Background: an optimization exercise with open tools, aiming at small area, a short achievable clock period and few clock cycles per item. Do not read the settings as production practice. Function was checked by simulation only, so behaviour that the tests miss may differ from the original. Power and IR drop assume default switching activity.

<file path="flow/config.mk">
export PLATFORM = sky130hd
export DESIGN_NAME = spsws_cal
export DESIGN_NICKNAME = spsws_cal
export VERILOG_FILES = /design/flow/design.v
export SDC_FILE = /design/flow/constraint.sdc
export NUM_CORES = 4
export LEC_CHECK = 0
export CAP_MARGIN = 20
export CORE_MARGIN = 2
export CORE_UTILIZATION = 70
export SETUP_SLACK_MARGIN = 3.5
export SLEW_MARGIN = 20
</file>
<file path="flow/run.sh">
#!/bin/bash
# synth_recipe.tcl (not shown) runs the flow's synth.tcl, then flattens the netlist and writes it again
# the make line also repeats each setting of config.mk as NAME=value (left out here)
make -C /OpenROAD-flow-scripts/flow DESIGN_CONFIG=/design/flow/config.mk WORK_HOME=/design/flow/orfs CLKGATE_MAP_FILE= SYNTH_SCRIPT=/design/flow/synth_recipe.tcl finish
</file>
<file path="flow/constraint.sdc">
create_clock -name core_clock -period 10.0 [get_ports {clk}]
set_input_delay 2.0000 -clock core_clock [delete_from_list [all_inputs] [get_ports {clk}]]
set_output_delay 2.0000 -clock core_clock [all_outputs]
set_load 0.01 [all_outputs]
</file>
<file path="flow/design.v">
module spsws_cal (
    input  wire        clk,
    input  wire        rst,           
    input  wire        start,         
    output wire        ready,
    input  wire [31:0] f0_eff,        
    input  wire [31:0] fh_eff,        
    input  wire [31:0] fl_eff,        
    input  wire [31:0] symbol_us,     
    input  wire [31:0] ramp_us,       
    input  wire [7:0]  pwr_min,       
    input  wire [7:0]  pwr_max,       
    output reg         done,          
    output reg  [2:0]  fail_check,    
    output wire [31:0] shift_dur,
    output wire [31:0] idle,
    output wire [31:0] t1,
    output wire [31:0] t2,
    output wire [31:0] t3,
    output wire [31:0] t4,
    output wire [31:0] period,
    output wire [31:0] edge_step,
    output wire [31:0] bit_step
);
    localparam [18:0] DWELL_NUM = 19'd500000;
    localparam [1:0] S_IDLE = 2'd0,
                     S_DIV  = 2'd1,
                     S_POST = 2'd2;
    reg [1:0] state;
    wire st_idle = (state == S_IDLE);
    wire st_div  = (state == S_DIV);
    wire st_post = (state == S_POST);
    assign ready = st_idle;
    reg [18:0] o_sd;
    reg [31:0] o_t2, o_t3, o_r, o_per, o_es, o_bs;
    wire [31:0] o_t1 = o_t2 - o_r;
    wire [31:0] o_t4 = o_t3 + o_r;
    assign shift_dur = {13'd0, o_sd};
    assign idle      = o_t1;
    assign t1        = o_t1;
    assign t2        = o_t2;
    assign t3        = o_t3;
    assign t4        = o_t4;
    assign period    = o_per;
    assign edge_step = o_es;
    assign bit_step  = o_bs;
    localparam [2:0] SLOW_CYCLES = 3'd7;
    localparam [18:0] SLOW_REM0  = 19'd3906;       
    function [2:0] dw_cycles(input [11:0] d);
        begin
            if      (d[11])           dw_cycles = 3'd2;
            else if (d[10:7] != 4'd0) dw_cycles = 3'd3;
            else if (d[6:3]  != 4'd0) dw_cycles = 3'd4;
            else                      dw_cycles = 3'd5;
        end
    endfunction
    function [18:0] dw_rem0(input [2:0] c);
        begin
            case (c)
                3'd1:    dw_rem0 = 19'd31250;
                3'd2:    dw_rem0 = 19'd1953;
                3'd3:    dw_rem0 = 19'd122;
                3'd4:    dw_rem0 = 19'd7;
                default: dw_rem0 = 19'd0;
            endcase
        end
    endfunction
    function [3:0] dw_nb(input [2:0] c);
        reg [23:0] n;
        begin
            n = {5'd0, DWELL_NUM};
            case (c)
                3'd1:    dw_nb = n[3:0];
                3'd2:    dw_nb = n[7:4];
                3'd3:    dw_nb = n[11:8];
                3'd4:    dw_nb = n[15:12];
                3'd5:    dw_nb = n[19:16];
                default: dw_nb = 4'd0;
            endcase
        end
    endfunction
    function dw_sb(input [2:0] c);
        reg [7:0] n;
        begin
            n = {1'b0, DWELL_NUM[6:0]};
            dw_sb = n[c - 3'd1];
        end
    endfunction
    function [13:0] dw_digit(input [11:0] rem, input [1:0] nb,
                             input [11:0] d, input [13:0] d3);
        reg [13:0] x;
        reg [14:0] s1, s2, s3;
        begin
            x  = {rem, nb};
            s1 = {1'b0, x} - {3'd0, d};
            s2 = {1'b0, x} - {2'd0, d, 1'b0};
            s3 = {1'b0, x} - {1'b0, d3};
            if (!s3[14])      dw_digit = {2'd3, s3[11:0]};
            else if (!s2[14]) dw_digit = {2'd2, s2[11:0]};
            else if (!s1[14]) dw_digit = {2'd1, s1[11:0]};
            else              dw_digit = {2'd0, x[11:0]};
        end
    endfunction
    function [15:0] dw_cycle(input [11:0] rem, input [3:0] nb,
                             input [11:0] d, input [13:0] d3);
        reg [13:0] a, b;
        begin
            a = dw_digit(rem, nb[3:2], d, d3);
            b = dw_digit(a[11:0], nb[1:0], d, d3);
            dw_cycle = {a[13:12], b[13:12], b[11:0]};
        end
    endfunction
    function [19:0] dw_slow(input [18:0] rem, input nb, input [18:0] d);
        reg [19:0] x;
        reg [20:0] s;
        begin
            x = {rem, nb};
            s = {1'b0, x} - {2'd0, d};
            dw_slow = s[20] ? {1'b0, x[18:0]} : {1'b1, s[18:0]};
        end
    endfunction
    function [9:0] rg_digit(input [7:0] rem, input [1:0] xb,
                            input [8:0] r, input [9:0] r3);
        reg [9:0]  x;
        reg [10:0] s1, s2, s3;
        begin
            x  = {rem, xb};
            s1 = {1'b0, x} - {2'd0, r};
            s2 = {1'b0, x} - {1'b0, r, 1'b0};
            s3 = {1'b0, x} - {1'b0, r3};
            if (!s3[10])      rg_digit = {2'd3, s3[7:0]};
            else if (!s2[10]) rg_digit = {2'd2, s2[7:0]};
            else if (!s1[10]) rg_digit = {2'd1, s1[7:0]};
            else              rg_digit = {2'd0, x[7:0]};
        end
    endfunction
    function [39:0] rg_cycle(input [7:0] rem, input [31:0] x,
                             input [8:0] r, input [9:0] r3);
        reg [9:0] a, b;
        begin
            a = rg_digit(rem, x[31:30], r, r3);
            b = rg_digit(a[7:0], x[29:28], r, r3);
            rg_cycle = {b[7:0], x[27:0], a[9:8], b[9:8]};
        end
    endfunction
    wire [32:0] dh_full = {1'b0, fh_eff} - {1'b0, f0_eff};
    wire [32:0] dl_full = {1'b0, f0_eff} - {1'b0, fl_eff};
    wire [13:0] dh3_in  = {fh_eff[12:0], 1'b0} + fh_eff[13:0]
                        - {f0_eff[12:0], 1'b0} - f0_eff[13:0];
    wire [13:0] dl3_in  = {f0_eff[12:0], 1'b0} + f0_eff[13:0]
                        - {fl_eff[12:0], 1'b0} - fl_eff[13:0];
    wire        dh_big_in = |dh_full[31:19];
    wire        dl_big_in = |dl_full[31:19];
    wire        ok1_in  = ~dh_full[32] & (|dh_full[31:0]) &
                          ~dl_full[32] & (|dl_full[31:0]);
    wire        hslow_in = dh_big_in | (|dh_full[18:12]);
    wire        lslow_in = dl_big_in | (|dl_full[18:12]);
    wire [2:0]  ch_in   = hslow_in ? SLOW_CYCLES : dw_cycles(dh_full[11:0]);
    wire [2:0]  cl_in   = lslow_in ? SLOW_CYCLES : dw_cycles(dl_full[11:0]);
    wire [18:0] dh_in   = dh_big_in ? 19'h7FFFF : dh_full[18:0];
    wire [18:0] dl_in   = dl_big_in ? 19'h7FFFF : dl_full[18:0];
    wire [8:0]  rng_in  = {pwr_max[7], pwr_max} - {pwr_min[7], pwr_min} + 9'd1;
    wire [9:0]  rng3_in = {pwr_max[7], pwr_max, 1'b0} + {pwr_max[7], pwr_max[7], pwr_max}
                        - {pwr_min[7], pwr_min, 1'b0} - {pwr_min[7], pwr_min[7], pwr_min}
                        + 10'd3;
    wire        s_small = (symbol_us[31:16] == 16'd0);
    wire        r_small = (ramp_us[31:16] == 16'd0);
    wire [31:0] en_in   = symbol_us - 32'd1000;
    reg  [18:0] dh_r, dl_r;
    reg  [13:0] dh3_r, dl3_r;
    reg         hslow, lslow;
    reg         ok1_r;
    reg  [22:0] k1c_r;          
    reg  [31:0] s_r;
    reg  [31:0] r_r;
    reg         rpos_r, c5_r;
    reg  [8:0]  rng_r;
    reg  [9:0]  rng3_r;
    always @(posedge clk) begin
        if (st_idle) begin
            dh_r   <= dh_in;
            dl_r   <= dl_in;
            dh3_r  <= dh3_in;
            dl3_r  <= dl3_in;
            hslow  <= hslow_in;
            lslow  <= lslow_in;
            ok1_r  <= ok1_in;
            s_r    <= symbol_us;
            r_r    <= ramp_us;
            rpos_r <= |ramp_us;
            c5_r   <= (ramp_us >= {23'd0, rng_in});
            rng_r  <= rng_in;
            rng3_r <= rng3_in;
        end
    end
    reg [18:0] remh, reml;
    reg [18:0] qh, ql;
    reg [3:0]  nbh, nbl;
    reg [2:0]  ch, cl;           
    reg [31:0] xe, xb;           
    reg [7:0]  re, rb;
    reg [3:0]  ke, kb;           
    wire [15:0] sh  = dw_cycle(remh[11:0], nbh, dh_r[11:0], dh3_r);
    wire [15:0] sl  = dw_cycle(reml[11:0], nbl, dl_r[11:0], dl3_r);
    wire [19:0] shs = dw_slow(remh, nbh[3], dh_r);
    wire [19:0] sls = dw_slow(reml, nbl[3], dl_r);
    wire [39:0] se = rg_cycle(re, xe, rng_r, rng3_r);
    wire [34:0] k1_dv = {2'd0, s_r, 1'b0} - {1'b0, r_r, 2'd0};    
    wire [39:0] sb = rg_cycle(rb, xb, rng_r, rng3_r);
    wire [31:0] es_fin = (ke != 4'd0) ? se[31:0] : xe;
    wire [31:0] bs_fin = (kb != 4'd0) ? sb[31:0] : xb;
    always @(posedge clk) begin
        if (st_idle) begin
            remh <= hslow_in ? SLOW_REM0 : dw_rem0(ch_in);
            reml <= lslow_in ? SLOW_REM0 : dw_rem0(cl_in);
            nbh  <= hslow_in ? {dw_sb(SLOW_CYCLES), 3'd0} : dw_nb(ch_in);
            nbl  <= lslow_in ? {dw_sb(SLOW_CYCLES), 3'd0} : dw_nb(cl_in);
            ch   <= ch_in;
            cl   <= cl_in;
            qh   <= 19'd0;
            ql   <= 19'd0;
            xe   <= s_small ? {en_in[15:0], 16'd0} : en_in;
            ke   <= s_small ? 4'd4 : 4'd8;
            xb   <= r_small ? {ramp_us[15:0], 16'd0} : ramp_us;
            kb   <= r_small ? 4'd4 : 4'd8;
            re   <= 8'd0;
            rb   <= 8'd0;
        end else if (st_div) begin
            c4 <= (s_r >= {23'd0, rng_r} + 32'd1000);
            k1c_r <= k1_dv[34] ? 23'h7FFFFF :
                     (|k1_dv[33:22]) ? 23'h3FFFFF : k1_dv[22:0];
            if (ch != 3'd0) begin
                if (hslow) begin
                    remh <= shs[18:0];
                    qh   <= {qh[17:0], shs[19]};
                    nbh  <= {dw_sb(ch - 3'd1), 3'd0};
                end else begin
                    remh <= {7'd0, sh[11:0]};
                    qh   <= {qh[14:0], sh[15:12]};
                    nbh  <= dw_nb(ch - 3'd1);
                end
                ch   <= ch - 3'd1;
            end
            if (cl != 3'd0) begin
                if (lslow) begin
                    reml <= sls[18:0];
                    ql   <= {ql[17:0], sls[19]};
                    nbl  <= {dw_sb(cl - 3'd1), 3'd0};
                end else begin
                    reml <= {7'd0, sl[11:0]};
                    ql   <= {ql[14:0], sl[15:12]};
                    nbl  <= dw_nb(cl - 3'd1);
                end
                cl   <= cl - 3'd1;
            end
            if (ke != 4'd0) begin
                {re, xe} <= se;
                ke <= ke - 4'd1;
            end
            if (kb != 4'd0) begin
                {rb, xb} <= sb;
                kb <= kb - 4'd1;
            end
        end
    end
    wire [18:0] qh_e = qh;
    wire [18:0] ql_e = ql;
    wire [19:0] sig  = {1'b0, qh_e} + {1'b0, ql_e};
    wire        xo   = s_r[0] ^ qh_e[0];
    wire        yo   = s_r[0] ^ ql_e[0];
    wire        so   = qh_e[0] ^ ql_e[0];
    wire [21:0] u    = {2'd0, sig} + {21'd0, xo} + {21'd0, yo};
    wire signed [22:0] v = $signed({3'd0, sig}) - $signed({21'd0, so, 1'b0})
                         - $signed({22'd0, xo}) - $signed({22'd0, yo});
        wire [33:0] a2 = {1'b0, s_r, 1'b0} - {12'd0, u};
    wire [33:0] a3 = {1'b0, s_r, 1'b0} + {{11{v[22]}}, v};
    wire signed [24:0] k1cs = {{2{k1c_r[22]}}, k1c_r};
    wire signed [24:0] c_t1 = k1cs - 25'sd4 - $signed({6'd0, qh_e}) - $signed({6'd0, ql_e})
                            - $signed({24'd0, xo}) - $signed({24'd0, yo});
    wire signed [24:0] c_t4 = $signed({6'd0, qh_e}) + $signed({6'd0, ql_e})
                            - $signed({23'd0, so, 1'b0}) - $signed({24'd0, xo})
                            - $signed({24'd0, yo}) - k1cs;
    reg  c4;
    wire chk2 = ~c_t1[24] & c_t4[24] & rpos_r & (|sig[19:1]);
    wire pass = chk2 & c4 & c5_r;
    wire dw_last = (ch <= 3'd1) && (cl <= 3'd1);
    wire rg_last = (ke <= 4'd2) && (kb <= 4'd2);
    always @(posedge clk) begin
        if (rst) begin
            state      <= S_IDLE;
            done       <= 1'b0;
            fail_check <= 3'd0;
            o_sd       <= 19'd0;
            o_t2       <= 32'd0;
            o_t3       <= 32'd0;
            o_r        <= 32'd0;
            o_per      <= 32'd0;
            o_es       <= 32'd0;
            o_bs       <= 32'd0;
        end else begin
            done <= 1'b0;
            case (state)
                S_IDLE: begin
                    if (start) state <= S_DIV;
                end
                S_DIV: begin
                    if (!ok1_r) begin
                        fail_check <= 3'd1;
                        done       <= 1'b1;
                        state      <= S_IDLE;
                    end else if (dw_last && rg_last) begin
                        state <= S_POST;
                    end
                end
                S_POST: begin
                    if (!chk2)       fail_check <= 3'd2;
                    else if (!c4)    fail_check <= 3'd4;
                    else if (!c5_r)  fail_check <= 3'd5;
                    else             fail_check <= 3'd0;
                    if (pass) begin
                        o_sd  <= sig[19:1];
                        o_t2  <= a2[33:2];
                        o_t3  <= a3[33:2];
                        o_r   <= r_r;
                        o_per <= s_r;
                        o_es  <= es_fin;
                        o_bs  <= bs_fin;
                    end
                    done  <= 1'b1;
                    state <= S_IDLE;
                end
                default: state <= S_IDLE;
            endcase
        end
    end
endmodule
</file>
==> flow_summary.json, run 1 <==
{
  "outcome": "complete, no violations",
  "synth_top_area_share": 0.171,
  "period_share": 0.656,
  "synth_cell_types": 102,
  "end_kind": "register",
  "clk_pin_slew_ns": 0.06,
  "drt_iter0_drc": 7450,
  "syn_avg_cell_area_sq_um": 8.43,
  "synth_area_leaders": "ha_1, edfxtp_1, dfxtp_1",
  "netlist_area_sq_um": 56100,
  "path_max_fanout": 12,
  "die_x_microns": 287,
  "hold_violations": 0,
  "arrival_ns": 6.98,
  "maxSlewHeadroom": 0.218,
  "cts_max_level": 3,
  "tightest_slew_ns": 1.17,
  "hold_path.class": "reg -> reg",
  "cts_tree": "done",
  "core-area_sq_um": 79100,
  "synth_cells": 6650,
  "postRouteAntennaNets": 0,
  "grt.overflow.total": 0,
  "layout-drive-gt1-share": 0.0725,
  "setup_viol": 0,
  "maxSlewViolCount": 0,
  "grt_pass1_wl_mm": 289,
  "vias": 55600,
  "initial_core_util": 0.709,
  "clock_latency_ns": 0.68,
  "finalWorstSetupSlack_ns": 3.44,
  "finish.net_count": 8153,
  "wl_per_cell_microns": 24.1,
  "die_y_microns": 287,
  "detail_route.vias_per_cell": 6.78,
  "hold_depth": 2,
  "critPathMaxStageDelay_ns": 0.53,
  "fin_crit_ns": 6.56,
  "clockRootBuffer": "clkbuf_16",
  "ys_seq_area_frac": 0.258,
  "crit_chain": "clkinvlp_4 > buf_4 > fa_1 > a21o_1 > a21oi_1 > o21bai_1 > a21oi_1 > o21bai_1 > buf_4 > a21oi_2 > mux2i_4 > ha_1 > nor2b_1 > o21ai_0 > a21boi_0 > o21ai_0 > a21boi_0 > o21ai_0 > a21oi_1 > a211oi_2 > a21boi_1 > and2_1 > o32ai_1",
  "yosysWarnings": 1,
  "globalplace.congestion": 1.00,
  "cp.required_ns": 10.42,
  "synthArstFlopShare": 0,
  "ir_drop_v": 0.000238,
  "worstRegToRegCells": 23,
  "synth-seq-cells": 572,
  "yosysTopAreaCell": "ha_1",
  "fin_util": 0.833,
  "antenna_found_initial": 8,
  "startpoint_type": "register",
  "drt_drc_violations_left": 0,
  "p_leak_uw": 0.0295,
  "num_rows": 103,
  "numCtsBuffers": 67,
  "first_pass_iters": 7,
  "cts.sinks": 572,
  "grt_max_degree": 88,
  "whs_ns": 0.455,
  "cap_violations": 0,
  "dieArea_sq_um": 82400,
  "synth-edff-count": 301,
  "grt_pass1_vias": 52300,
  "synth_ff_type": "edfxtp_1",
  "wl_mm": 198,
  "ios": 472,
  "setup-tns-final_ns": 0,
  "finClkSkew_ns": 0.0625,
  "cp_slowest_cell": "edfxtp_1",
  "power_density_nw_per_um2": 203,
  "worstSetupPathType": "reg -> reg",
  "fmax_mhz": 153,
  "track_usage": 0.445,
  "dp.final_hpwl_mm": 141,
  "post-place-ws_ns": 2.29,
  "n_fill_cell": 4737,
  "portBuffers": 458,
  "clk_path_buf_depth": 3,
  "areaGrowthSynthToFinish_pct": 17.6,
  "grt_setup_unrepaired": "true",
  "cts_hold_buf": 0
}
==> layer usage <==
layer	GRT usage	part of all wire	vias up
met5	0	0.00016	-
li1	-	-	24600
met4	0.223	0.064	4
met1	0.586	0.37	26000
met3	0.105	0.14	1016
met2	0.686	0.43	4010
==> flip-flops by register name, summed over array words and instances (netlist names), 23 cells and up <==
signal  cells
o_es       32
s_r        32
xe         32
o_r        32
xb         32
k1c_r      23
o_bs       32
o_t3       32
o_t2       32
o_per      32
r_r        32
==> stage by stage <==
stage	instance area [sq um]	total power, uW	instances
final	66000	13400	8207
after global routing	65900	14000	8201
after CTS	64500	12800	8144
after detailed placement	61300	10100	7983
after global placement	61300	9850	7983
after floorplan	56100	8300	6662
==> critical path: cells and delay by family, from the launching register on <==
family / cells / cell delay, ns
AOI/OAI and AO/OA: 15 / 3.54
adders and majority gates: 2 / 0.76
buffers and inverters: 3 / 0.69
DFF: 1 / 0.53
muxes: 1 / 0.39
and+or+nand+nor: 2 / 0.40
==> cell usage in the layout (no fill, tap or decap), types with 112 or more instances in the layout <==
master	n
fa_1	112
xor2_1	145
nor2_1	480
dfxtp_1	260
nand3_1	113
a211oi_1	123
ha_1	756
clkdlybuf4s50_1	453
a21o_1	192
xnor2_1	262
o21ai_0	310
a21oi_1	525
nand2_1	574
nor3_1	120
mux2i_1	146
inv_1	686
edfxtp_1	301
==> worst paths after layout <==
check	endpoint	slack, ns	start
worst min-delay path	o_per[15]$_SDFFE_PP0P_	0.46	o_per[15]$_SDFFE_PP0P_
worst max register to register	xb[0]$_DFFE_PP_	3.44	rng_r[1]$_DFFE_PP_
worst max-delay path	xb[0]$_DFFE_PP_	3.44	rng_r[1]$_DFFE_PP_
worst min register to register	o_per[15]$_SDFFE_PP0P_	0.46	o_per[15]$_SDFFE_PP0P_
==> Yosys cell counts (all sizes together), types with 21 or more instances <==
cell type / n
o21bai: 54
or2: 24
and2: 28
nor2b: 97
buf: 94
a31oi: 36
nor3: 132
o31ai: 33
nor4: 38
a21oi: 544
o21ai: 348
nand2b: 112
o21a: 107
mux2: 21
nand3: 119
nand4: 31
dfxtp: 271
ha: 766
a211o: 21
or3: 53
xor2: 149
a21boi: 44
nor2: 492
mux2i: 149
o211ai: 40
a211oi: 145
nand2: 586
xnor2: 271
edfxtp: 301
inv: 696
fa: 114
and3: 39
clkbuf: 131
o22ai: 60
a21o: 192
==> logic make-up (layout without fill, tap and decap cells) <==
logic type               count (synthesis)  count (layout)  synth area share
AO/OA/AOI/OAI                         1846            1846             0.213
AND/OR/NAND/NOR                       1835            1837             0.155
buffers and inverters                  925            1410            0.0658
adder cells (fa/ha/maj)                881             881             0.212
flip-flops                             572             572             0.258
XOR/XNOR                               420             420            0.0657
multiplexers                           170             170            0.0308
other                                    1              21         0.0000669
==> what timing repair did <==
| action | 4_1_cts | 5_1_grt |
|---|---|---|
| resized for setup | 102 | 210 |
| cloned | 8 | 9 |
| setup endpoints to repair | 269 | 291 |
| setup buffers | 29 | 46 |
| pin swaps | 17 | 70 |
==> power by group <==
part / internal [uW] / leakage, uW / switching, uW
sequential: 2810 / 0.00508 / 269
combinational: 3040 / 0.0233 / 4590
clock: 1490 / 0.00115 / 1170
==> area by class of cell <==
type,count,area (sq um),area share
antenna,8,20.0,0.000304
sequential,572,14500,0.220
timing repair buffer,586,6000,0.0909
multi-input combinational,5167,39100,0.593
inverter,700,2640,0.0401
clock inverter,41,502,0.00761
clock buffer,83,1860,0.0282
tap,1050,1310,0.0199
Testbench counts, summed over its fixed seeds: cycles 11,982, items 2,400.
==> run 2, diff against run 1 <==
--- a/flow/config.mk
+++ b/flow/config.mk
@@ -7,6 +7,6 @@
 export LEC_CHECK = 0
 export CAP_MARGIN = 20
 export CORE_MARGIN = 2
-export CORE_UTILIZATION = 70
+export CORE_UTILIZATION = 60
 export SETUP_SLACK_MARGIN = 3.5
 export SLEW_MARGIN = 20
==> run 2 against run 1 <==
Net effect:
- global-route usage is 8.2 points lower
- critical endpoint is now remh[5]$_DFFE_PP_
- cell count rose by 2.8%
- highest routed layer unchanged
- clock power rose by 3%
==> flow_summary.json, run 2 <==
{
  "track_usage": 0.363,
  "synth_ff_type": "edfxtp_1",
  "final_cell_mix": "ha_1, inv_1, nand2_1",
  "post-place-ws_ns": 2.17,
  "die_x_microns": 310,
  "maxSlewViolCount": 0,
  "cts_tree": "done",
  "syn_avg_cell_area_sq_um": 8.43,
  "arrival_ns": 6.87,
  "grt_pass1_vias": 47900,
  "hold_depth": 2,
  "drt_drc_violations_left": 0,
  "yosysWarnings": 1,
  "p_leak_uw": 0.0296,
  "setup-tns-final_ns": 0,
  "hold_path.class": "reg -> reg",
  "wl_per_cell_microns": 22.0,
  "end_kind": "register",
  "cap_violations": 0,
  "critPathMaxStageDelay_ns": 0.77,
  "ir_drop_v": 0.000221,
  "yosysTopAreaCell": "ha_1",
  "vias": 52400,
  "numCtsBuffers": 70,
  "whs_ns": 0.455,
  "startpoint_type": "register",
  "ys_seq_area_frac": 0.258,
  "layout-drive-gt1-share": 0.0738,
  "dieArea_sq_um": 95900,
  "synth_area_leaders": "ha_1, edfxtp_1, dfxtp_1",
  "first_pass_iters": 6,
  "grt.overflow.total": 0,
  "worstSetupPathType": "reg -> reg",
  "grt_setup_unrepaired": "true",
  "setup_viol": 0,
  "cp_slowest_cell": "o21ai_0",
  "tightest_slew_ns": 1.18,
  "synth_top_area_share": 0.171,
  "min_from": "o_per[5]$_SDFFE_PP0P_",
  "finClkSkew_ns": 0.0730,
  "initial_core_util": 0.604,
  "final_common_cell": "ha_1",
  "worstRegToRegCells": 22,
  "outcome": "complete, no violations",
  "wl_mm": 185,
  "period_share": 0.642,
  "synthArstFlopShare": 0,
  "netlist_area_sq_um": 56100,
  "synth-edff-count": 301,
  "cts_max_level": 3,
  "cp-startpoint": "nbh[2]$_DFFE_PP_",
  "synth_cells": 6650,
  "detail_route.vias_per_cell": 6.22,
  "yosysMostFrequentCell": "ha_1",
  "hold_violations": 0,
  "fin_crit_ns": 6.42,
  "synth-seq-cells": 572,
  "portBuffers": 458,
  "postRouteAntennaNets": 0,
  "die_y_microns": 310,
  "cts_hold_buf": 0,
  "finalWorstSetupSlack_ns": 3.58,
  "cts.sinks": 572,
  "crit_chain": "inv_1 > ha_1 > inv_1 > fa_1 > a21oi_1 > o211ai_1 > a31oi_1 > o211ai_1 > a221o_2 > o21ai_0 > ha_1 > o21ai_0 > a21oi_1 > nor2_1 > o21ai_0 > a41oi_1 > a21oi_1 > buf_4 > or2_2 > a211o_1 > a221oi_1 > o21bai_1",
  "num_rows": 112,
  "drt_iter0_drc": 5215,
  "clock_latency_ns": 0.70,
  "finish.net_count": 8180,
  "grt_max_degree": 105,
  "dp.final_hpwl_mm": 141,
  "clk_path_buf_depth": 3,
  "clockRootBuffer": "clkbuf_16",
  "antenna_found_initial": 8,
  "power.total_uw": 13300,
  "synth_cell_types": 102,
  "ios": 472,
  "path_max_fanout": 19,
  "grt_pass1_wl_mm": 272,
  "maxSlewHeadroom": 0.211,
  "globalplace.congestion": 0.987,
  "synth_common_cells": "ha_1, inv_1, nand2_1",
  "r2r_start": "nbh[2]$_DFFE_PP_",
  "core-area_sq_um": 92900,
  "power_density_nw_per_um2": 201,
  "clk_pin_slew_ns": 0.06,
  "fmax_mhz": 156,
  "cp.required_ns": 10.45,
  "areaGrowthSynthToFinish_pct": 18.3
}
run 2: cell counts after synthesis:
Identical to the previous run, type by type.
run 2: kinds of logic (layout without fill, tap and decap cells):
| logic type | Yosys count | after routing | synth area share |
|---|---|---|---|
| DFF | 572 | 572 | 0.258 |
| AOI/OAI and AO/OA | 1846 | 1846 | 0.213 |
| xor gates and xnor gates | 420 | 420 | 0.0657 |
| other | 1 | 14 | 0.0000669 |
| muxes | 170 | 170 | 0.0308 |
| adders and majority gates | 881 | 881 | 0.212 |
| and+or+nand+nor | 1835 | 1844 | 0.155 |
| buffers and inverters | 925 | 1432 | 0.0658 |
run 2: per-stage QoR:
stage / instance area, sq um / std cells / util
2_1_floorplan: 56100 / 6662 / -
3_3_place_gp: 61600 / 8190 / 0.663
3_5_place_dp: 61600 / 8190 / 0.663
4_1_cts: 64900 / 8355 / 0.698
5_1_grt: 66300 / 8433 / 0.714
6_report: 66300 / 8433 / 0.714
run 2: what timing repair did:
action | CTS | global route
setup buffers | 29 | 60
cloned | 7 | 17
gates resized for setup | 124 | 169
setup endpoints to repair | 277 | 297
pin swaps | 20 | 65
run 2: final timing paths:
kind                                end  slack [ns]
setup reg to reg      remh[5]$_DFFE_PP_        3.58
hold reg to reg   o_per[5]$_SDFFE_PP0P_        0.46
setup / recovery      remh[5]$_DFFE_PP_        3.58
hold / removal    o_per[5]$_SDFFE_PP0P_        0.46
run 2: cell type report:
cell class,instances,area [sq um]
Clock inverter,49,637
Sequential cell,572,14500
Inverter,700,2650
Multi-Input combinational cell,5174,39000
Clock buffer,80,1840
Fill cell,7584,26600
Tap cell,1254,1570
Timing Repair Buffer,603,6120
Antenna cell,1,2.50
run 2: metal layers:
layer | share of wire | vias up | GRT usage | routed length [microns]
met4 | 0.032 | 6 | 0.113 | 5990
li1 | - | 24600 | - | -
met1 | 0.43 | 25000 | 0.511 | 79100
met5 | 0.00025 | - | 0 | 47
met2 | 0.44 | 2423 | 0.564 | 81900
met3 | 0.099 | 406 | 0.0665 | 18300
run 2: critical path, delay by kind of cell, from the launching register on:
family	cells	cell delay, ns
flip-flops	1	0.47
adder cells (fa/ha/maj)	3	0.98
buffers and inverters	3	0.39
AND/OR/NAND/NOR	2	0.57
AO/OA/AOI/OAI	14	3.77
run 2: power breakdown:
group	switching (uW)	leakage [uW]	internal [uW]
clock network	1150	0.00119	1590
logic	4440	0.0234	3090
registers	248	0.00508	2800
==> run 3, diff against run 2 <==
--- a/flow/config.mk
+++ b/flow/config.mk
@@ -8,5 +8,6 @@
 export CAP_MARGIN = 20
 export CORE_MARGIN = 2
 export CORE_UTILIZATION = 60
+export CTS_BUF_LIST = sky130_fd_sc_hd__clkbuf_2 sky130_fd_sc_hd__clkbuf_4
 export SETUP_SLACK_MARGIN = 3.5
 export SLEW_MARGIN = 20
==> run 3 against run 2 <==
Net effect:
- still clean
- maximum frequency down 0.29%
- clock-buffer cell count up 168
- cell area up 1.6%
- critical path depth down 7
- utilization up 1.1 points
- via count up 2.5%
- wire length up 2.8%
- first-iteration DRC count up 3.1%
- non-clock buffer count up 48
- worst setup slack worse by 0.019 ns
- clock power down 15%
- combinational power about the same
- critical endpoint is now t4[31]
==> flow_summary.json, run 3 <==
{
  "path_max_fanout": 3,
  "final_cell_mix": "ha_1, inv_1, nand2_1",
  "yosysWarnings": 1,
  "final_common_cell": "ha_1",
  "wl_per_cell_microns": 22.0,
  "cts_tree": "done",
  "vias": 53800,
  "tightest_slew_ns": 1.21,
  "critPathMaxStageDelay_ns": 0.39,
  "clockRootBuffer": "clkbuf_4",
  "detail_route.vias_per_cell": 6.21,
  "ir_drop_v": 0.000196,
  "internal-power_uw": 7090,
  "synth-seq-cells": 572,
  "synth_ff_type": "edfxtp_1",
  "grt_pass1_vias": 48700,
  "power_density_nw_per_um2": 192,
  "numCtsBuffers": 160,
  "synth_common_cells": "ha_1, inv_1, nand2_1",
  "antenna_found_initial": 11,
  "synth-edff-count": 301,
  "synth_top_area_share": 0.171,
  "drt_drc_violations_left": 0,
  "cap_violations": 0,
  "maxSlewViolCount": 0,
  "fin_crit_ns": 6.44,
  "initial_core_util": 0.604,
  "clk_path_buf_depth": 3,
  "grt_setup_unrepaired": "true",
  "grt_max_degree": 105,
  "setup-tns-final_ns": 0,
  "synth_cell_types": 102,
  "arrival_ns": 4.44,
  "synth_cells": 6650,
  "postRouteAntennaNets": 0,
  "die_x_microns": 310,
  "netlist_area_sq_um": 56100,
  "power_frac_seq": 0.236,
  "whs_ns": 0.454,
  "synthArstFlopShare": 0,
  "startpoint_type": "register",
  "areaGrowthSynthToFinish_pct": 20.1,
  "yosysTopAreaCell": "ha_1",
  "period_share": 0.644,
  "num_rows": 112,
  "clock_latency_ns": 1.15,
  "setup_viol": 0,
  "finClkSkew_ns": 0.103,
  "cp_common_cell": "a21oi_2",
  "grt_pass1_wl_mm": 274,
  "die_y_microns": 310,
  "yosysMostFrequentCell": "ha_1",
  "cts.sinks": 572,
  "hold_path.class": "reg -> reg",
  "cp.required_ns": 8.00,
  "finish.net_count": 8317,
  "outcome": "complete, no violations",
  "dp.final_hpwl_mm": 141,
  "p_clk_frac": 0.181,
  "drt_iter0_drc": 5379,
  "p_leak_uw": 0.0304,
  "track_usage": 0.367,
  "layout-drive-gt1-share": 0.115,
  "cp_slowest_cell": "o311a_4",
  "fmax_mhz": 155,
  "synth_area_leaders": "ha_1, edfxtp_1, dfxtp_1",
  "hold_depth": 2,
  "clk_pin_slew_ns": 0.06,
  "dieArea_sq_um": 95900,
  "cts_max_level": 4,
  "first_pass_iters": 8,
  "cts_hold_buf": 0,
  "wl_mm": 191,
  "end_kind": "output port",
  "syn_avg_cell_area_sq_um": 8.43,
  "ys_seq_area_frac": 0.258,
  "portBuffers": 458,
  "p_comb_frac": 0.583,
  "crit_chain": "ha_1 > a21oi_2 > nor2_1 > o311a_4 > o311ai_4 > buf_4 > a211oi_1 > o21bai_1 > a31o_2 > a21oi_2 > a41oi_1 > o21ai_0 > a21oi_1 > xnor2_1 > clkdlybuf4s15_2",
  "worstRegToRegCells": 26,
  "grt.overflow.total": 0,
  "core-area_sq_um": 92900,
  "ios": 472,
  "globalplace.congestion": 0.987,
  "switching_share": 0.452,
  "maxSlewHeadroom": 0.189,
  "hold_violations": 0,
  "power_switching_uw": 5840,
  "worstSetupPathType": "reg -> out"
}
-- run 3: cell count changes in the layout (fill, tap and decap cells not counted), sizes merged, moves of 4 or more --
cell,previous run,this run
clkbuf,89,277
dlymetal6s2s,7,12
clkinv,36,41
clkinvlp,7,3
clkdlybuf4s50,449,431
bufinv,9,2
inv,697,704
buf,137,173
-- run 3: timing repair --
action | 4_1_cts | 5_1_grt
gates cloned | 7 | 39
setup endpoints to repair | 302 | 284
setup buffers | 40 | 74
resized for setup | 164 | 343
pin swaps | 27 | 136
-- run 3: power groups by stage --
stage	sequential (uW)	clock (uW)	combinational (uW)
after floorplan	2980	0	5320
after global placement	3080	0	6810
after detailed placement	3090	0	6930
after CTS	3040	2360	7080
after global routing	3070	2490	8230
final	3050	2340	7540
-- run 3: through the flow --
stage	setup WS (ns)	util	std cells	cell area (sq um)	total power [uW]
final	3.56	0.725	8652	67400	12900
after global routing	3.33	0.725	8652	67400	13800
after detailed placement	2.17	0.663	8190	61600	10000
after floorplan	3.85	-	6662	56100	8300
after CTS	3.34	0.697	8535	64800	12500
after global placement	2.36	0.663	8190	61600	9890
-- run 3: worst paths after layout --
kind	from	to	slack (ns)
worst max register to register	ql[1]$_SDFFE_PP0P_	o_t3[31]$_SDFFE_PP0P_	3.57
worst min-delay path	o_per[2]$_SDFFE_PP0P_	o_per[2]$_SDFFE_PP0P_	0.45
worst max-delay path	o_t3[1]$_SDFFE_PP0P_	t4[31]	3.56
worst min register to register	o_per[2]$_SDFFE_PP0P_	o_per[2]$_SDFFE_PP0P_	0.45
-- run 3: cells by family (layout without fill, tap and decap cells) --
kind of cell               Yosys count  after routing  share of synthesized area
xor gates and xnor gates           420            420                     0.0657
buffers and inverters              925           1649                     0.0658
adders and majority gates          881            881                      0.212
AOI/OAI and AO/OA                 1846           1846                      0.213
and+or+nand+nor                   1835           1843                      0.155
muxes                              170            170                     0.0308
other                                1             17                  0.0000669
DFF                                572            572                      0.258
-- run 3: worst max-delay path: cells and delay by family (launching register included) --
family / cells / cell delay, ns
AO/OA/AOI/OAI: 10 / 1.99
buffers and inverters: 2 / 0.43
flip-flops: 1 / 0.33
adder cells (fa/ha/maj): 1 / 0.31
XOR/XNOR: 1 / 0.14
AND/OR/NAND/NOR: 1 / 0.10
-- run 3: per-layer routing --
layer	up-vias	global-route usage	wire length (microns)
met5	-	0	67
met4	6	0.128	7160
met3	486	0.0776	20200
met2	2682	0.563	83300
met1	25500	0.509	79800
li1	25100	-	-
-- run 3: layout make-up --
cell class / count / area, sq um
multi-input combinational: 5173 / 39600
fill: 7495 / 25500
sequential: 572 / 14500
timing repair buffer: 651 / 6830
inverter: 700 / 2640
clock buffer: 248 / 1860
tap: 1254 / 1570
clock inverter: 50 / 322
antenna: 4 / 10.0
==> run 4, diff against run 3 <==
--- a/flow/config.mk
+++ b/flow/config.mk
@@ -8,6 +8,6 @@
 export CAP_MARGIN = 20
 export CORE_MARGIN = 2
 export CORE_UTILIZATION = 60
-export CTS_BUF_LIST = sky130_fd_sc_hd__clkbuf_2 sky130_fd_sc_hd__clkbuf_4
+export CTS_BUF_LIST = sky130_fd_sc_hd__clkbuf_4 sky130_fd_sc_hd__clkbuf_8
 export SETUP_SLACK_MARGIN = 3.5
 export SLEW_MARGIN = 20
==> run 4 against run 3 <==
Net effect:
- sequential share of layout area is 0.44 points higher
- clock-buffer cell count is 122 lower
- worst hold slack hardly changed
- cell count is 1.8% lower
- wire length is 3.1% lower
- sequential power hardly changed
- critical endpoint is now t4[6]
- die area stayed put
- sequential cell count stayed put
- via count is 2.3% lower
==> flow_summary.json, run 4 <==
{
  "synth_area_leaders": "ha_1, edfxtp_1, dfxtp_1",
  "drt_drc_violations_left": 0,
  "grt_pass1_vias": 48200,
  "layout-drive-gt1-share": 0.0770,
  "crit_chain": "ha_1 > inv_1 > fa_2 > nor2b_1 > o21ai_1 > a21boi_2 > buf_4 > buf_4 > buf_4 > buf_4 > buf_4 > buf_4 > buf_4 > buf_4 > buf_4 > buf_4 > o21a_1 > o21a_1 > nor2_1 > clkdlybuf4s50_1",
  "cts_tree": "done",
  "grt_setup_unrepaired": "true",
  "die_x_microns": 310,
  "core-area_sq_um": 92900,
  "fin_crit_ns": 6.35,
  "wl_per_cell_microns": 21.7,
  "netlist_area_sq_um": 56100,
  "synth-edff-count": 301,
  "cap_violations": 0,
  "dieArea_sq_um": 95900,
  "clockRootBuffer": "clkbuf_8",
  "p_leak_uw": 0.0297,
  "min_from": "o_per[2]$_SDFFE_PP0P_",
  "yosysTopAreaCell": "ha_1",
  "drt_iter0_drc": 5171,
  "postRouteAntennaNets": 0,
  "areaGrowthSynthToFinish_pct": 17.6,
  "end_kind": "output port",
  "clk_pin_slew_ns": 0.06,
  "vias": 52500,
  "ios": 472,
  "synth_ff_type": "edfxtp_1",
  "critPathMaxStageDelay_ns": 0.55,
  "maxSlewHeadroom": 0.252,
  "crit_buf_inv": 12,
  "path_max_fanout": 3,
  "grt_max_degree": 105,
  "initial_core_util": 0.604,
  "wl_mm": 185,
  "track_usage": 0.364,
  "final_cell_mix": "ha_1, inv_1, nand2_1",
  "maxSlewViolCount": 0,
  "syn_avg_cell_area_sq_um": 8.43,
  "num_rows": 112,
  "die_y_microns": 310,
  "cts.sinks": 572,
  "portBuffers": 458,
  "globalplace.congestion": 0.987,
  "clk_path_buf_depth": 3,
  "cts_hold_buf": 0,
  "startpoint_type": "register",
  "outcome": "complete, no violations",
  "hold_end": "o_per[2]$_SDFFE_PP0P_",
  "synth_cells": 6650,
  "period_share": 0.635,
  "finClkSkew_ns": 0.0830,
  "setup-tns-final_ns": 0,
  "regToRegEndpoint": "o_t3[31]$_SDFFE_PP0P_",
  "numCtsBuffers": 102,
  "power_density_nw_per_um2": 198,
  "fin_area_sq_um": 66000,
  "synth_cell_types": 102,
  "first_pass_iters": 8,
  "placed_area_sq_um": 61600,
  "hold_depth": 2,
  "synth_common_cells": "ha_1, inv_1, nand2_1",
  "grt.overflow.total": 0,
  "crit_family": "buffers and inverters",
  "dp.final_hpwl_mm": 141,
  "yosysWarnings": 1,
  "cp_common_cell": "buf_4",
  "cp.required_ns": 8.00,
  "antenna_found_initial": 12,
  "yosysMostFrequentCell": "ha_1",
  "n_fill_cell": 7707,
  "tightest_slew_ns": 1.12,
  "r2r_start": "qh[0]$_SDFFE_PP0P_",
  "cts_max_level": 3,
  "synthArstFlopShare": 0,
  "grt_pass1_wl_mm": 273,
  "fmax_mhz": 157,
  "worstRegToRegCells": 27,
  "cp_slowest_cell": "clkdlybuf4s50_1",
  "final_common_cell": "ha_1",
  "ir_drop_v": 0.000232,
  "r2r_slack_ns": 3.65,
  "detail_route.vias_per_cell": 6.18,
  "synth_top_area_share": 0.171,
  "arrival_ns": 4.35,
  "synth-seq-cells": 572,
  "clock_latency_ns": 0.85,
  "ys_seq_area_frac": 0.258,
  "fin_util": 0.710,
  "hold_violations": 0,
  "setup_viol": 0,
  "hold_path.class": "reg -> reg",
  "worstSetupPathType": "reg -> out",
  "finish.net_count": 8206
}
==> run 4: cell counts after synthesis <==
No cell type changed its count.
==> run 4: how the worst max path moves through the flow <==
stage                     slack [ns]  cells past startpoint               endpoint                 start
after floorplan                 3.85                     28  o_t2[11]$_SDFFE_PP0P_    qh[0]$_SDFFE_PP0P_
after global placement          2.36                     28   o_es[1]$_SDFFE_PP0P_    qh[0]$_SDFFE_PP0P_
after detailed placement        2.17                     29   o_bs[3]$_SDFFE_PP0P_    qh[0]$_SDFFE_PP0P_
after CTS                       3.45                     17               idle[30]  o_t2[0]$_SDFFE_PP0P_
after global routing            3.38                     27  o_t3[31]$_SDFFE_PP0P_    qh[0]$_SDFFE_PP0P_
final                           3.65                     20                  t4[6]  o_t3[0]$_SDFFE_PP0P_
==> run 4: final cells by class <==
cell class / count / area, sq um / share of cell area
repair buffers: 601 / 6100 / 0.0926
diodes: 6 / 15.0 / 0.000228
clock inverters: 67 / 646 / 0.00979
well taps: 1254 / 1570 / 0.0238
inverters: 700 / 2640 / 0.0400
multi-input cells: 5170 / 38900 / 0.590
flip-flops and latches: 572 / 14500 / 0.220
clock buffers: 126 / 1590 / 0.0241
==> run 4: repair_timing <==
action | 4_1_cts | 5_1_grt
setup endpoints to repair | 279 | 283
hold endpoints to repair | 0 | 0
buffers inserted | 33 | 54
pin swaps | 13 | 51
gates cloned | 6 | 14
resized for setup | 118 | 153
==> run 4: cells by family after synthesis <==
family                     count (synthesis)  share of synthesized area
AOI/OAI and AO/OA                       1846                      0.213
and+or+nand+nor                         1835                      0.155
buffers and inverters                    925                     0.0658
adders and majority gates                881                      0.212
DFF                                      572                      0.258
xor gates and xnor gates                 420                     0.0657
muxes                                    170                     0.0308
other                                      1                  0.0000669
==> run 4: worst min-delay path, cell delays in order, from the launching register on <==
cell and delay [ns]:
dfxtp_1 0.31, nand2_1 0.05, a21oi_1 0.05
==> run 4: layer usage <==
metal,vias up,wire length [microns],global-route usage
met2,2459,81100,0.563
li1,24800,-,-
met1,24900,78900,0.510
met3,392,18500,0.0669
met5,-,58,0
met4,8,6100,0.124
==> run 4: where the power goes <==
group	internal [uW]	switching [uW]	leakage, uW	total (uW)
Combinational	3090	4420	0.0235	7510
Sequential	2800	247	0.00508	3050
Clock	1310	1160	0.00116	2480
==> run 4: through the flow <==
step	instances	hold WS [ns]	total power (uW)	setup slack [ns]
floorplan	6662	0.453	8300	3.85
global placement	8190	0.443	9890	2.36
detailed placement	8190	0.448	10000	2.17
CTS	8422	0.455	12600	3.45
global route	8495	0.471	13900	3.38
finish	8496	0.454	13000	3.65
==> run 5, diff against run 4 <==
--- a/flow/config.mk
+++ b/flow/config.mk
@@ -9,5 +9,5 @@
 export CORE_MARGIN = 2
 export CORE_UTILIZATION = 60
 export CTS_BUF_LIST = sky130_fd_sc_hd__clkbuf_4 sky130_fd_sc_hd__clkbuf_8
-export SETUP_SLACK_MARGIN = 3.5
+export SETUP_SLACK_MARGIN = 3.75
 export SLEW_MARGIN = 20
==> run 5 against run 4 <==
Net effect:
- clock power about the same
- global-route usage grew 0.60 points
- via count up 1.1%
- synthesized cell count is the same
- worst setup slack better by 0.12 ns
- utilization rose by 1.2 points
- register-to-register slack better by 0.12 ns
- combinational power grew 1%
- clock-buffer cell count unchanged
- die area did not move
- total power is 0.87% higher
- critical path type is now reg -> reg
- critical endpoint is now o_t3[28]$_SDFFE_PP0P_
==> flow_summary.json, run 5 <==
{
  "muxShareOfSynthArea": 0.0308,
  "clockRootBuffer": "clkbuf_8",
  "drt_drc_violations_left": 0,
  "ios": 472,
  "yosysWarnings": 1,
  "hold_path.class": "reg -> reg",
  "final_common_cell": "ha_1",
  "synthArstFlopShare": 0,
  "p_leak_uw": 0.0301,
  "drt_iter0_drc": 5303,
  "core-area_sq_um": 92900,
  "grt_pass1_vias": 48700,
  "worstSetupPathType": "reg -> reg",
  "met1_length_mm": 78.8,
  "cts_tree": "done",
  "initial_core_util": 0.604,
  "clock_latency_ns": 0.86,
  "final_cell_mix": "ha_1, inv_1, nand2_1",
  "arrival_ns": 6.89,
  "startpoint_type": "register",
  "wl_mm": 189,
  "setup_viol": 0,
  "synth-edff-count": 301,
  "end_kind": "register",
  "detail_route.vias_per_cell": 6.23,
  "synth_common_cells": "ha_1, inv_1, nand2_1",
  "first_pass_iters": 6,
  "grt_max_degree": 105,
  "regToRegEndpoint": "o_t3[28]$_SDFFE_PP0P_",
  "synth-xor-area-share": 0.0657,
  "ys_seq_area_frac": 0.258,
  "cp-startpoint": "qh[0]$_SDFFE_PP0P_",
  "numCtsBuffers": 102,
  "grt.overflow.total": 0,
  "dp.final_hpwl_mm": 141,
  "clk_pin_slew_ns": 0.06,
  "netlist_area_sq_um": 56100,
  "synth-seq-cells": 572,
  "ir_drop_v": 0.000237,
  "dieArea_sq_um": 95900,
  "yosysTopAreaCell": "ha_1",
  "synth_top_family_by_area": "compound AO/OA/AOI/OAI gates",
  "syn_avg_cell_area_sq_um": 8.43,
  "layout-drive-gt1-share": 0.0949,
  "synth_cell_types": 102,
  "cts_hold_buf": 0,
  "synth_ff_type": "edfxtp_1",
  "met3_length_mm": 20.7,
  "vias": 53100,
  "power_density_nw_per_um2": 196,
  "r2r_start": "qh[0]$_SDFFE_PP0P_",
  "synthSimpleGateAreaFrac": 0.155,
  "synth_top_area_share": 0.171,
  "outcome": "complete, no violations",
  "synth_cells": 6650,
  "finClkSkew_ns": 0.0835,
  "placed_area_sq_um": 61600,
  "fmax_mhz": 160,
  "clk_path_buf_depth": 3,
  "die_y_microns": 310,
  "top_layer": "met5",
  "yosysMostFrequentCell": "ha_1",
  "cp.required_ns": 10.66,
  "r2r_slack_ns": 3.77,
  "critPathMaxStageDelay_ns": 0.46,
  "portBuffers": 458,
  "synthAdderAreaFrac": 0.212,
  "num_rows": 112,
  "grt_pass1_wl_mm": 277,
  "finish.net_count": 8239,
  "fin_crit_ns": 6.23,
  "wl_met2_mm": 82.2,
  "period_share": 0.623,
  "track_usage": 0.370,
  "crit_end": "o_t3[28]$_SDFFE_PP0P_",
  "worstRegToRegCells": 30,
  "postRouteAntennaNets": 0,
  "cap_violations": 0,
  "setup-tns-final_ns": 0,
  "areaGrowthSynthToFinish_pct": 19.6,
  "antenna_found_initial": 14,
  "globalplace.congestion": 0.987,
  "hold_violations": 0,
  "synth_area_leaders": "ha_1, edfxtp_1, dfxtp_1",
  "synth-compound-area-share": 0.213,
  "maxSlewHeadroom": 0.262,
  "fin_area_sq_um": 67100,
  "path_max_fanout": 8,
  "maxSlewViolCount": 0,
  "grt_setup_unrepaired": "true",
  "die_x_microns": 310,
  "cp_slowest_cell": "a2111o_1",
  "tightest_slew_ns": 1.10,
  "cts.sinks": 572,
  "cts_max_level": 3,
  "wl_per_cell_microns": 22.2
}
[run 5: repair_timing]
action	4_1_cts	5_1_grt
setup buffers	62	43
gates cloned	14	21
endpoints found under the setup margin	309	312
resized for setup	216	238
pin swaps	50	100
[run 5: cell type report]
type,count,area [sq um]
multi-input combinational,5171,39500
fill,7506,25800
sequential,572,14500
timing repair buffer,633,6590
inverter,700,2640
clock buffer,126,1590
tap,1254,1570
clock inverter,67,646
antenna,7,17.5
[run 5: logic make-up after synthesis]
kind of cell,count (synthesis)
flops,572
compound gates,1846
xor+xnor,420
simple gates,1835
mux,170
fa+ha+maj,881
buf+inv,925
other cells,1
[run 5: report_power, final]
group / total, uW / leakage [uW] / switching [uW] / internal, uW
Sequential: 3050 / 0.00508 / 248 / 2800
Combinational: 7620 / 0.0239 / 4500 / 3120
Clock: 2480 / 0.00116 / 1170 / 1310
[run 5: worst min path at each step]
stage,from,endpoint,depth (start not counted),slack (ns)
2_1_floorplan,o_r[10]$_SDFFE_PP0P_,o_r[10]$_SDFFE_PP0P_,2,0.45
6_report,o_per[2]$_SDFFE_PP0P_,o_per[2]$_SDFFE_PP0P_,2,0.45
5_1_grt,o_per[4]$_SDFFE_PP0P_,o_per[4]$_SDFFE_PP0P_,2,0.47
3_3_place_gp,o_per[2]$_SDFFE_PP0P_,o_per[2]$_SDFFE_PP0P_,2,0.44
4_1_cts,o_sd[5]$_SDFFE_PP0P_,o_sd[5]$_SDFFE_PP0P_,2,0.46
3_5_place_dp,o_sd[5]$_SDFFE_PP0P_,o_sd[5]$_SDFFE_PP0P_,2,0.45
[run 5: metrics by stage]
step / setup slack, ns / utilization / cells / total power, uW / hold slack, ns
after floorplan: 3.85 / - / 6662 / 8300 / 0.453
after global placement: 2.36 / 0.663 / 8190 / 9890 / 0.443
after detailed placement: 2.17 / 0.663 / 8190 / 10000 / 0.448
after CTS: 3.65 / 0.704 / 8459 / 12700 / 0.455
after global routing: 3.54 / 0.722 / 8528 / 14000 / 0.471
final: 3.77 / 0.722 / 8530 / 13200 / 0.455
[run 5: worst max-delay path: cells and delay by family, from the launching register on]
family,cells,cell delay [ns]
buffers and inverters,3,0.39
AND/OR/NAND/NOR,10,1.63
AO/OA/AOI/OAI,11,2.30
flip-flops,1,0.37
adder cells (fa/ha/maj),3,0.83
XOR/XNOR,3,0.57
[run 5: layer usage]
metal | track usage | vias up
li1 | - | 24800
met1 | 0.515 | 25200
met2 | 0.568 | 2624
met3 | 0.0722 | 483
met4 | 0.138 | 14
met5 | 0 | -
==> run 6, diff against run 5 <==
--- a/flow/design.v
+++ b/flow/design.v
@@ -44,70 +44,67 @@
     assign period    = o_per;
     assign edge_step = o_es;
     assign bit_step  = o_bs;
-    localparam [2:0] SLOW_CYCLES = 3'd7;
-    localparam [18:0] SLOW_REM0  = 19'd3906;       
-    function [2:0] dw_cycles(input [11:0] d);
+    localparam [3:0] SLOW_CYCLES = 4'd8;
+    localparam [18:0] SLOW_REM0  = 19'd1953;       
+    function [3:0] dw_cycles(input [10:0] d);
         begin
-            if      (d[11])           dw_cycles = 3'd2;
-            else if (d[10:7] != 4'd0) dw_cycles = 3'd3;
+            if      (d[10:7] != 4'd0) dw_cycles = 3'd3;
             else if (d[6:3]  != 4'd0) dw_cycles = 3'd4;
             else                      dw_cycles = 3'd5;
         end
     endfunction
-    function [18:0] dw_rem0(input [2:0] c);
+    function [18:0] dw_rem0(input [3:0] c);
         begin
             case (c)
-                3'd1:    dw_rem0 = 19'd31250;
-                3'd2:    dw_rem0 = 19'd1953;
-                3'd3:    dw_rem0 = 19'd122;
-                3'd4:    dw_rem0 = 19'd7;
+                4'd3:    dw_rem0 = 19'd122;
+                4'd4:    dw_rem0 = 19'd7;
                 default: dw_rem0 = 19'd0;
             endcase
         end
     endfunction
-    function [3:0] dw_nb(input [2:0] c);
+    function [3:0] dw_nb(input [3:0] c);
         reg [23:0] n;
         begin
             n = {5'd0, DWELL_NUM};
             case (c)
-                3'd1:    dw_nb = n[3:0];
-                3'd2:    dw_nb = n[7:4];
-                3'd3:    dw_nb = n[11:8];
-                3'd4:    dw_nb = n[15:12];
-                3'd5:    dw_nb = n[19:16];
+                4'd1:    dw_nb = n[3:0];
+                4'd2:    dw_nb = n[7:4];
+                4'd3:    dw_nb = n[11:8];
+                4'd4:    dw_nb = n[15:12];
+                4'd5:    dw_nb = n[19:16];
                 default: dw_nb = 4'd0;
             endcase
         end
     endfunction
-    function dw_sb(input [2:0] c);
-        reg [7:0] n;
+    function dw_sb(input [3:0] c);
+        reg [15:0] n;
         begin
-            n = {1'b0, DWELL_NUM[6:0]};
-            dw_sb = n[c - 3'd1];
+            n = {8'd0, DWELL_NUM[7:0]};
+            dw_sb = n[c - 4'd1];
         end
     endfunction
-    function [13:0] dw_digit(input [11:0] rem, input [1:0] nb,
-                             input [11:0] d, input [13:0] d3);
-        reg [13:0] x;
-        reg [14:0] s1, s2, s3;
+    function [12:0] dw_digit(input [10:0] rem, input [1:0] nb,
+                             input [10:0] d, input [12:0] d3);
+        reg [12:0] x;
+        reg [13:0] s1, s2, s3;
         begin
             x  = {rem, nb};
             s1 = {1'b0, x} - {3'd0, d};
             s2 = {1'b0, x} - {2'd0, d, 1'b0};
             s3 = {1'b0, x} - {1'b0, d3};
-            if (!s3[14])      dw_digit = {2'd3, s3[11:0]};
-            else if (!s2[14]) dw_digit = {2'd2, s2[11:0]};
-            else if (!s1[14]) dw_digit = {2'd1, s1[11:0]};
-            else              dw_digit = {2'd0, x[11:0]};
+            if (!s3[13])      dw_digit = {2'd3, s3[10:0]};
+            else if (!s2[13]) dw_digit = {2'd2, s2[10:0]};
+            else if (!s1[13]) dw_digit = {2'd1, s1[10:0]};
+            else              dw_digit = {2'd0, x[10:0]};
         end
     endfunction
-    function [15:0] dw_cycle(input [11:0] rem, input [3:0] nb,
-                             input [11:0] d, input [13:0] d3);
-        reg [13:0] a, b;
+    function [14:0] dw_cycle(input [10:0] rem, input [3:0] nb,
+                             input [10:0] d, input [12:0] d3);
+        reg [12:0] a, b;
         begin
             a = dw_digit(rem, nb[3:2], d, d3);
-            b = dw_digit(a[11:0], nb[1:0], d, d3);
-            dw_cycle = {a[13:12], b[13:12], b[11:0]};
+            b = dw_digit(a[10:0], nb[1:0], d, d3);
+            dw_cycle = {a[12:11], b[12:11], b[10:0]};
         end
     endfunction
     function [19:0] dw_slow(input [18:0] rem, input nb, input [18:0] d);
@@ -145,18 +142,18 @@
     endfunction
     wire [32:0] dh_full = {1'b0, fh_eff} - {1'b0, f0_eff};
     wire [32:0] dl_full = {1'b0, f0_eff} - {1'b0, fl_eff};
-    wire [13:0] dh3_in  = {fh_eff[12:0], 1'b0} + fh_eff[13:0]
-                        - {f0_eff[12:0], 1'b0} - f0_eff[13:0];
-    wire [13:0] dl3_in  = {f0_eff[12:0], 1'b0} + f0_eff[13:0]
-                        - {fl_eff[12:0], 1'b0} - fl_eff[13:0];
+    wire [12:0] dh3_in  = {fh_eff[11:0], 1'b0} + fh_eff[12:0]
+                        - {f0_eff[11:0], 1'b0} - f0_eff[12:0];
+    wire [12:0] dl3_in  = {f0_eff[11:0], 1'b0} + f0_eff[12:0]
+                        - {fl_eff[11:0], 1'b0} - fl_eff[12:0];
     wire        dh_big_in = |dh_full[31:19];
     wire        dl_big_in = |dl_full[31:19];
     wire        ok1_in  = ~dh_full[32] & (|dh_full[31:0]) &
                           ~dl_full[32] & (|dl_full[31:0]);
-    wire        hslow_in = dh_big_in | (|dh_full[18:12]);
-    wire        lslow_in = dl_big_in | (|dl_full[18:12]);
-    wire [2:0]  ch_in   = hslow_in ? SLOW_CYCLES : dw_cycles(dh_full[11:0]);
-    wire [2:0]  cl_in   = lslow_in ? SLOW_CYCLES : dw_cycles(dl_full[11:0]);
+    wire        hslow_in = dh_big_in | (|dh_full[18:11]);
+    wire        lslow_in = dl_big_in | (|dl_full[18:11]);
+    wire [3:0]  ch_in   = hslow_in ? SLOW_CYCLES : dw_cycles(dh_full[10:0]);
+    wire [3:0]  cl_in   = lslow_in ? SLOW_CYCLES : dw_cycles(dl_full[10:0]);
     wire [18:0] dh_in   = dh_big_in ? 19'h7FFFF : dh_full[18:0];
     wire [18:0] dl_in   = dl_big_in ? 19'h7FFFF : dl_full[18:0];
     wire [8:0]  rng_in  = {pwr_max[7], pwr_max} - {pwr_min[7], pwr_min} + 9'd1;
@@ -167,7 +164,7 @@
     wire        r_small = (ramp_us[31:16] == 16'd0);
     wire [31:0] en_in   = symbol_us - 32'd1000;
     reg  [18:0] dh_r, dl_r;
-    reg  [13:0] dh3_r, dl3_r;
+    reg  [12:0] dh3_r, dl3_r;
     reg         hslow, lslow;
     reg         ok1_r;
     reg  [22:0] k1c_r;          
@@ -196,12 +193,12 @@
     reg [18:0] remh, reml;
     reg [18:0] qh, ql;
     reg [3:0]  nbh, nbl;
-    reg [2:0]  ch, cl;           
+    reg [3:0]  ch, cl;           
     reg [31:0] xe, xb;           
     reg [7:0]  re, rb;
     reg [3:0]  ke, kb;           
-    wire [15:0] sh  = dw_cycle(remh[11:0], nbh, dh_r[11:0], dh3_r);
-    wire [15:0] sl  = dw_cycle(reml[11:0], nbl, dl_r[11:0], dl3_r);
+    wire [14:0] sh  = dw_cycle(remh[10:0], nbh, dh_r[10:0], dh3_r);
+    wire [14:0] sl  = dw_cycle(reml[10:0], nbl, dl_r[10:0], dl3_r);
     wire [19:0] shs = dw_slow(remh, nbh[3], dh_r);
     wire [19:0] sls = dw_slow(reml, nbl[3], dl_r);
     wire [39:0] se = rg_cycle(re, xe, rng_r, rng3_r);
@@ -229,29 +226,29 @@
             c4 <= (s_r >= {23'd0, rng_r} + 32'd1000);
             k1c_r <= k1_dv[34] ? 23'h7FFFFF :
                      (|k1_dv[33:22]) ? 23'h3FFFFF : k1_dv[22:0];
-            if (ch != 3'd0) begin
+            if (ch != 4'd0) begin
                 if (hslow) begin
                     remh <= shs[18:0];
                     qh   <= {qh[17:0], shs[19]};
-                    nbh  <= {dw_sb(ch - 3'd1), 3'd0};
+                    nbh  <= {dw_sb(ch - 4'd1), 3'd0};
                 end else begin
-                    remh <= {7'd0, sh[11:0]};
-                    qh   <= {qh[14:0], sh[15:12]};
-                    nbh  <= dw_nb(ch - 3'd1);
+                    remh <= {8'd0, sh[10:0]};
+                    qh   <= {qh[14:0], sh[14:11]};
+                    nbh  <= dw_nb(ch - 4'd1);
                 end
-                ch   <= ch - 3'd1;
+                ch   <= ch - 4'd1;
             end
-            if (cl != 3'd0) begin
+            if (cl != 4'd0) begin
                 if (lslow) begin
                     reml <= sls[18:0];
                     ql   <= {ql[17:0], sls[19]};
-                    nbl  <= {dw_sb(cl - 3'd1), 3'd0};
+                    nbl  <= {dw_sb(cl - 4'd1), 3'd0};
                 end else begin
-                    reml <= {7'd0, sl[11:0]};
-                    ql   <= {ql[14:0], sl[15:12]};
-                    nbl  <= dw_nb(cl - 3'd1);
+                    reml <= {8'd0, sl[10:0]};
+                    ql   <= {ql[14:0], sl[14:11]};
+                    nbl  <= dw_nb(cl - 4'd1);
                 end
-                cl   <= cl - 3'd1;
+                cl   <= cl - 4'd1;
             end
             if (ke != 4'd0) begin
                 {re, xe} <= se;
@@ -283,7 +280,7 @@
     reg  c4;
     wire chk2 = ~c_t1[24] & c_t4[24] & rpos_r & (|sig[19:1]);
     wire pass = chk2 & c4 & c5_r;
-    wire dw_last = (ch <= 3'd1) && (cl <= 3'd1);
+    wire dw_last = (ch <= 4'd1) && (cl <= 4'd1);
     wire rg_last = (ke <= 4'd2) && (kb <= 4'd2);
     always @(posedge clk) begin
         if (rst) begin
--- a/flow/config.mk
+++ b/flow/config.mk
@@ -9,5 +9,5 @@
 export CORE_MARGIN = 2
 export CORE_UTILIZATION = 60
 export CTS_BUF_LIST = sky130_fd_sc_hd__clkbuf_4 sky130_fd_sc_hd__clkbuf_8
-export SETUP_SLACK_MARGIN = 3.75
+export SETUP_SLACK_MARGIN = 3.5
 export SLEW_MARGIN = 20
==> run 6 against run 5 <==
Net effect:
- still clean on timing, DRC and antenna
- worst setup slack worse by 0.18 ns
- clock-buffer cell count up 13
- combinational power up 75%
- wire length down 0.84%
- via count down 1.6%
- utilization down 1.0 points
- cell count down 1.7%
- synthesized cell count down 1.1%
- register-to-register slack worse by 0.08 ns
- sequential power up 15%
- total power up 46%
- critical endpoint is now t4[22]
==> flow_summary.json, run 6 <==
{
  "synth-seq-cells": 572,
  "ios": 472,
  "synth_area_leaders": "ha_1, edfxtp_1, dfxtp_1",
  "grtUsageMet3": 0.0817,
  "muxShareOfSynthArea": 0.0310,
  "synth_common_cells": "ha_1, inv_1, nand2_1",
  "r2r_start": "ql[6]$_SDFFE_PP0P_",
  "synthAdderAreaFrac": 0.208,
  "synth-compound-area-share": 0.216,
  "globalplace.congestion": 0.987,
  "layout-drive-gt1-share": 0.0869,
  "finalWorstSetupSlack_ns": 3.59,
  "initial_core_util": 0.608,
  "grt.overflow.total": 0,
  "portBuffers": 458,
  "dieArea_sq_um": 95600,
  "maxSlewHeadroom": 0.282,
  "synthSimpleGateAreaFrac": 0.153,
  "path_max_fanout": 3,
  "period_share": 0.641,
  "hold_depth": 2,
  "finClkSkew_ns": 0.0788,
  "top_usage_layer": "met2",
  "arrival_ns": 4.41,
  "fmax_mhz": 156,
  "track_usage": 0.375,
  "setup_viol": 0,
  "met2_usage": 0.578,
  "clk_pin_slew_ns": 0.08,
  "wl_mm": 188,
  "final_cell_mix": "ha_1, inv_1, nand2_1",
  "grt_pass1_wl_mm": 280,
  "cts_tree": "done",
  "yosysWarnings": 1,
  "maxSlewViolCount": 0,
  "power_density_nw_per_um2": 294,
  "num_rows": 111,
  "tightest_slew_ns": 1.07,
  "synth_cells": 6578,
  "clockRootBuffer": "clkbuf_8",
  "post-place-ws_ns": 1.93,
  "wl_per_cell_microns": 22.4,
  "fin_util": 0.712,
  "whs_ns": 0.456,
  "worstRegToRegCells": 24,
  "grt_pass1_vias": 49300,
  "synth_ff_type": "edfxtp_1",
  "min_from": "o_per[4]$_SDFFE_PP0P_",
  "first_pass_iters": 6,
  "startpoint_type": "register",
  "core-area_sq_um": 91900,
  "drt_iter0_drc": 5300,
  "syn_avg_cell_area_sq_um": 8.50,
  "grt_setup_unrepaired": "true",
  "postRouteAntennaNets": 0,
  "die_x_microns": 309,
  "outcome": "complete, no violations",
  "detail_route.vias_per_cell": 6.24,
  "hold_end": "o_per[4]$_SDFFE_PP0P_",
  "netlist_area_sq_um": 55900,
  "p_leak_uw": 0.0292,
  "grt_max_degree": 95,
  "final_common_cell": "ha_1",
  "hold_violations": 0,
  "end_kind": "output port",
  "synth_cell_types": 104,
  "clk_path_buf_depth": 3,
  "synth_top_family_by_area": "compound AO/OA/AOI/OAI gates",
  "regToRegEndpoint": "o_t3[30]$_SDFFE_PP0P_",
  "worstSetupPathType": "reg -> out",
  "synth-edff-count": 301,
  "dp.final_hpwl_mm": 142,
  "synth-xor-area-share": 0.0650,
  "cap_violations": 0,
  "cp.required_ns": 8.00,
  "grtUsageMet1": 0.516,
  "n_fill_cell": 7353,
  "antenna_found_initial": 5,
  "drt_drc_violations_left": 0,
  "cts.sinks": 572,
  "vias": 52300,
  "final_cells": 8382,
  "clock_latency_ns": 0.81,
  "multi_input_area_sq_um": 38600,
  "setup-tns-final_ns": 0,
  "cts_hold_buf": 0,
  "r2r_slack_ns": 3.69,
  "synth_top_area_share": 0.168,
  "synthArstFlopShare": 0,
  "hold_path.class": "reg -> reg",
  "numCtsBuffers": 101,
  "yosysTopAreaCell": "ha_1",
  "areaGrowthSynthToFinish_pct": 17.1,
  "ir_drop_v": 0.000249,
  "ys_seq_area_frac": 0.259,
  "die_y_microns": 309,
  "place_inst": 8103,
  "fin_crit_ns": 6.41,
  "finish.net_count": 8086,
  "final-seq-area_sq_um": 14500,
  "cts_max_level": 3,
  "yosysMostFrequentCell": "ha_1"
}
[run 6: cell families (layout without fill, tap and decap cells)]
group           count (synthesis)  count (layout)
flops                         572             572
other cells                     1              19
compound gates               1811            1812
buf+inv                       934            1471
simple gates                 1813            1818
xor+xnor                      413             413
fa+ha+maj                     864             864
mux                           170             170
[run 6: metrics by stage]
stage | power [uW] | cell area (sq um)
3_5_place_dp | 15900 | 61300
3_3_place_gp | 15700 | 61300
6_report | 19300 | 65500
5_1_grt | 20600 | 65400
4_1_cts | 18700 | 64300
2_1_floorplan | 12200 | 55900
[run 6: what timing repair did]
item,4_1_cts,5_1_grt
resized for setup,95,144
buffers inserted,17,43
pin swaps,13,45
cloned,10,11
setup endpoints to repair,312,329
[run 6: worst max-delay path by stage]
| stage | startpoint | to | slack [ns] |
|---|---|---|---|
| global placement | f0_eff[1] | dl_r[12]$_SDFFCE_PP1P_ | 2.28 |
| floorplan | qh[0]$_SDFFE_PP0P_ | o_t3[30]$_SDFFE_PP0P_ | 3.61 |
| CTS | qh[2]$_SDFFE_PP0P_ | o_t3[29]$_SDFFE_PP0P_ | 3.50 |
| detailed placement | ql[0]$_SDFFE_PP0P_ | o_es[20]$_SDFFE_PP0P_ | 1.93 |
| global route | qh[11]$_SDFFE_PP0P_ | o_t3[29]$_SDFFE_PP0P_ | 3.36 |
| finish | o_r[0]$_SDFFE_PP0P_ | t4[22] | 3.59 |
[run 6: routing by layer]
layer  share of wire  wire, microns
met5         0.00037             70
met4           0.038           7110
met2            0.44          82300
met1            0.42          78900
met3            0.10          19100
[run 6: cell type report]
cell class | count | area share
multi-input combinational | 5090 | 0.589
sequential | 572 | 0.221
timing repair buffer | 576 | 0.0899
inverter | 703 | 0.0403
clock buffer | 139 | 0.0265
tap | 1243 | 0.0238
clock inverter | 53 | 0.00851
antenna | 6 | 0.000229
[run 6: worst max-delay path, stage by stage, from the launching register on]
cell and delay (ns):
dfxtp_4 0.40, ha_1 0.18, inv_1 0.06, fa_1 0.41
inv_1 0.08, a21oi_1 0.06, o21bai_1 0.21, a21o_1 0.18
a31o_2 0.21, a211oi_2 0.11, a311o_1 0.43, a21oi_2 0.22
inv_1 0.06, o21ai_0 0.19, xor2_1 0.25, clkdlybuf4s50_1 0.58
[run 6: where the power goes]
part	total, uW	internal (uW)	switching [uW]
Sequential	3500	3030	475
Combinational	13300	5870	7410
Clock	2480	1360	1130
Total	19300	10300	9010
Testbench counts of run 6, summed over its fixed seeds: cycles 11,982, items 2,400.

Setup slack of run 6, layout unchanged: 3.587 ns with ideal ports, 3.516 ns with driving cells assumed (clock clkbuf_16, inputs buf_2), 2.864 ns with port delays also shifted by the 0.839 ns mid clock arrival.
